Context: an optimization exercise on an open-source flow, tuned for small area. The choices shown serve that exercise and are no tape-out recipe.
Where RTL was checked, it was by simulation tests only, not by an equivalence proof against the original.
Power is estimated from default activity; no workload was simulated.

Design crc_link_engine, start of the top module:
module crc_link_engine (
    input  wire        clk,
    input  wire        rst,           
    input  wire        host_wr,
    input  wire [15:0] host_addr,
    input  wire [7:0]  host_wdata,
    output reg  [7:0]  host_rdata,
    input  wire        rx_valid,
    input  wire [7:0]  rx_data,
    output reg         rx_ready,
    output wire        tx_valid,
    output reg  [7:0]  tx_data,
    input  wire        tx_ready,
    output wire        busy
);
make LEC_CHECK=0 CAP_MARGIN=20 CORE_MARGIN=2 CORE_UTILIZATION=60 CTS_BUF_LIST='sky130_fd_sc_hd__clkbuf_8 sky130_fd_sc_hd__clkbuf_16' CTS_CLUSTER_DIAMETER=100 CTS_CLUSTER_SIZE=24 GPL_TIMING_DRIVEN=0 PLACE_DENSITY=0.7 SLEW_MARGIN=20 SYNTH_HIERARCHICAL=1 SYNTH_MINIMUM_KEEP_SIZE=0 finish   # period 10.0 ns
run.sh (not shown) runs the stock make flow with config.mk's settings and CLKGATE_MAP_FILE= SYNTH_SCRIPT=/design/flow/synth_recipe.tcl, a recipe that flattens the netlist after the stock synthesis.
The starting point reached the layout checks and failed them: setup timing.
Edit:
--- a/flow/design.v
+++ b/flow/design.v
@@ -99,41 +99,41 @@
         dl[pos[3:0]] = 1'b1;
     end
     wire [NB-1:0] sb;
     wire [7:0]    buf_rd;
     genvar gk, gb, gp;
     generate
         for (gk = 0; gk < NB; gk = gk + 1) begin : sel
             cle_nand2 u (.a(dh[gk/16]), .b(dl[gk%16]), .y(sb[gk]));
         end
         for (gb = 0; gb < 8; gb = gb + 1) begin : rd
             wire [123:0] y;
-            wire [61:0]  z1;          
-            wire [15:0]  z2;          
-            wire [3:0]   z3;          
+            wire [30:0]  z1;
+            wire [7:0]   z2;
+            wire [1:0]   z3;
             for (gp = 0; gp < 123; gp = gp + 1) begin : pr
                 cle_o22ai u (.a1(ring[16*gp + gb]), .a2(sb[2*gp]),
                              .b1(ring[16*gp + 8 + gb]), .b2(sb[2*gp + 1]), .y(y[gp]));
             end
             cle_nor2 ul (.a(ring[8*(NB-1) + gb]), .b(sb[NB-1]), .y(y[123]));
-            for (gp = 0; gp < 62; gp = gp + 1) begin : l1
-                cle_nor2 u (.a(y[2*gp]), .b(y[2*gp+1]), .y(z1[gp]));
+            for (gp = 0; gp < 31; gp = gp + 1) begin : l1
+                cle_or4 u (.a(y[4*gp]), .b(y[4*gp+1]), .c(y[4*gp+2]), .d(y[4*gp+3]), .y(z1[gp]));
             end
-            for (gp = 0; gp < 15; gp = gp + 1) begin : l2
-                cle_nand4 u (.a(z1[4*gp]), .b(z1[4*gp+1]), .c(z1[4*gp+2]), .d(z1[4*gp+3]), .y(z2[gp]));
+            for (gp = 0; gp < 7; gp = gp + 1) begin : l2
+                cle_or4 u (.a(z1[4*gp]), .b(z1[4*gp+1]), .c(z1[4*gp+2]), .d(z1[4*gp+3]), .y(z2[gp]));
             end
-            cle_nand2 l2l (.a(z1[60]), .b(z1[61]), .y(z2[15]));
-            for (gp = 0; gp < 4; gp = gp + 1) begin : l3
-                cle_nor4 u (.a(z2[4*gp]), .b(z2[4*gp+1]), .c(z2[4*gp+2]), .d(z2[4*gp+3]), .y(z3[gp]));
+            cle_or3 l2l (.a(z1[28]), .b(z1[29]), .c(z1[30]), .y(z2[7]));
+            for (gp = 0; gp < 2; gp = gp + 1) begin : l3
+                cle_or4 u (.a(z2[4*gp]), .b(z2[4*gp+1]), .c(z2[4*gp+2]), .d(z2[4*gp+3]), .y(z3[gp]));
             end
-            assign buf_rd[gb] = &z3;
+            assign buf_rd[gb] = ~(z3[0] | z3[1]);
         end
     endgenerate
     always @(*) begin
         case (host_addr)
             16'h0001: host_rdata = {1'b0, rej, retried, busy, state};
             16'h0002: host_rdata = {5'b0, result};
             16'h0003: host_rdata = req_tc;
             16'h0004: host_rdata = req_iid;
             16'h0005: host_rdata = req_rc;
             16'h0006: host_rdata = {7'b0, req_exp};
             16'h0007: host_rdata = seq;
@@ -412,17 +412,17 @@
     end
 endmodule
 module cle_nand2 (input wire a, input wire b, output wire y);
     assign y = ~(a & b);
 endmodule
 module cle_nor2 (input wire a, input wire b, output wire y);
     assign y = ~(a | b);
 endmodule
 module cle_o22ai (input wire a1, input wire a2, input wire b1, input wire b2, output wire y);
     assign y = ~((a1 | a2) & (b1 | b2));
 endmodule
-module cle_nand4 (input wire a, input wire b, input wire c, input wire d, output wire y);
-    assign y = ~(a & b & c & d);
+module cle_or4 (input wire a, input wire b, input wire c, input wire d, output wire y);
+    assign y = a | b | c | d;
 endmodule
-module cle_nor4 (input wire a, input wire b, input wire c, input wire d, output wire y);
-    assign y = ~(a | b | c | d);
+module cle_or3 (input wire a, input wire b, input wire c, output wire y);
+    assign y = a | b | c;
 endmodule
Result:
- The new run finished but failed the layout checks on setup timing
- total power rose by 14%
- cell count falls by about 2.5%
- cell area came out higher by 2.4%
- utilization increases by 1.5 points
- synthesized cell count came out lower by 3.8%
For the second run of this note, only the layout was checked, not whether the RTL still works.

Setup of job 7246:
crc_link_engine, a different RTL version from the one above (not shown whole).
Size in the first run: ~5600 cells after synthesis, roughly 64000 sq um of cells after synthesis.
==> flow/config.mk <==
export PLATFORM = sky130hd
export DESIGN_NAME = crc_link_engine
export DESIGN_NICKNAME = crc_link_engine
export VERILOG_FILES = /design/flow/design.v
export SDC_FILE = /design/flow/constraint.sdc
export NUM_CORES = 4
export LEC_CHECK = 0
export CAP_MARGIN = 20
export CORE_MARGIN = 2
export CORE_UTILIZATION = 60
export CTS_BUF_LIST = sky130_fd_sc_hd__clkbuf_8 sky130_fd_sc_hd__clkbuf_16
export CTS_CLUSTER_DIAMETER = 100
export CTS_CLUSTER_SIZE = 24
export GPL_TIMING_DRIVEN = 0
export PLACE_DENSITY = 0.7
export SETUP_SLACK_MARGIN = 0.2
export SLEW_MARGIN = 20
export SYNTH_HIERARCHICAL = 1
export SYNTH_MINIMUM_KEEP_SIZE = 0
==> flow/constraint.sdc <==
create_clock -name core_clock -period 10.0 [get_ports {clk}]
set_input_delay 2.0000 -clock core_clock [delete_from_list [all_inputs] [get_ports {clk}]]
set_output_delay 2.0000 -clock core_clock [all_outputs]
set_load 0.01 [all_outputs]
The inputs of job 989 differ from those of job 7246 as listed below.
--- a/flow/design.v
+++ b/flow/design.v
@@ -75,32 +75,26 @@
     wire [7:0] bidx = host_addr[7:0];
     wire       in_buf = (host_addr[15:8] == 8'h01) && (bidx < resp_len);
     wire [7:0] wm9 = wp - 8'd9;
     wire [7:0] pa, pb;
     wire       ca, cb;
     cle_addn ua (.x(wp),  .xn(~wp),  .n(bidx), .s(pa), .co(ca));
     cle_addn ub (.x(wm9), .xn(~wm9), .n(bidx), .s(pb), .co(cb));
     wire [7:0] pos = ca ? pa : pb;
-    wire [7:0]  posn = ~pos;
-    wire [15:0] q, dh, dl;
+    reg  [15:0] dh, dl;
+    always @(*) begin
+        dh = 16'd0; dl = 16'd0;
+        dh[pos[7:4]] = 1'b1;
+        dl[pos[3:0]] = 1'b1;
+    end
     wire [NB-1:0] sb;
     wire [7:0]    buf_rd;
     genvar gk, gb, gp;
     generate
-        for (gk = 0; gk < 4; gk = gk + 1) begin : pq
-            cle_nor2 u0 (.a(pos[2*gk+1]),  .b(pos[2*gk]),  .y(q[4*gk]));
-            cle_nor2 u1 (.a(pos[2*gk+1]),  .b(posn[2*gk]), .y(q[4*gk+1]));
-            cle_nor2 u2 (.a(posn[2*gk+1]), .b(pos[2*gk]),  .y(q[4*gk+2]));
-            cle_nor2 u3 (.a(posn[2*gk+1]), .b(posn[2*gk]), .y(q[4*gk+3]));
-        end
-        for (gk = 0; gk < 16; gk = gk + 1) begin : pd
-            cle_and2 ul (.a(q[gk%4]),     .b(q[4 + gk/4]),  .y(dl[gk]));
-            cle_and2 uh (.a(q[8 + gk%4]), .b(q[12 + gk/4]), .y(dh[gk]));
-        end
         for (gk = 0; gk < NB; gk = gk + 1) begin : sel
             cle_nand2 u (.a(dh[gk/16]), .b(dl[gk%16]), .y(sb[gk]));
         end
         for (gb = 0; gb < 8; gb = gb + 1) begin : rd
             wire [123:0] y;
             wire [61:0]  z1;          
             wire [15:0]  z2;          
             wire [3:0]   z3;          
## What came out
- Job 989 ran to completion and came out clean on the timing, design-rule and antenna checks.
- Comparing the two runs side by side, job 989 comes out behind job 7246 on power consumption.
- Re design area: job 989 is about 1.4% up on job 7246.
- Sort job 7246 and job 989 by sequential share of layout area, descending, and job 7246 comes first.
- Job 7246 and job 989 ended up with roughly the same leakage power total.
- From job 7246 to job 989, number of hold buffers added after cts did not move at all.
- Number of inserted diodes: lower on job 7246
- For fmax, job 989 and job 7246 come out practically identical.
- Comparing job 7246 and job 989, clock skew is lower on job 7246.
- [job 989 vs job 7246] setup slack on the worst flop-to-flop path: higher in job 989

==> what the ideal ports hide <==
The flow's constraints put no driver on any port. The routed layouts listed below were extracted and timed again, unchanged, in two steps.
Step 1 sets driving cells, clkbuf_16 on the clock port and buf_2 on the other inputs (assumed; they add their load-dependent delay and slew).
Step 2 moves the port delays by t, midway between the first and last clock arrival at a register: inputs arrive t later, outputs are due t later. That takes back most of the time a late clock gives input paths.
a / b / c = ideal / step 1 / step 2; a / b = the first two.
run	shift t [ns]	slack for setup (ns)	worst setup path after step 2	worst slew at a driven data input, ns
the first run of note 1	0.790	-0.016 / -0.038 / -0.038	input to output	0.10
the second run of note 1	0.804	-0.058 / -0.091 / -0.091	input to output	0.05
job 7246	0.798	0.232 / 0.210 / 0.210	input to output	0.05
job 989	0.798	0.207 / 0.183 / 0.183	input to output	0.10
For the second run of note 1, which loses most, drivers alone change the setup slack by -0.033 ns; drivers and shift together by -0.033 ns.
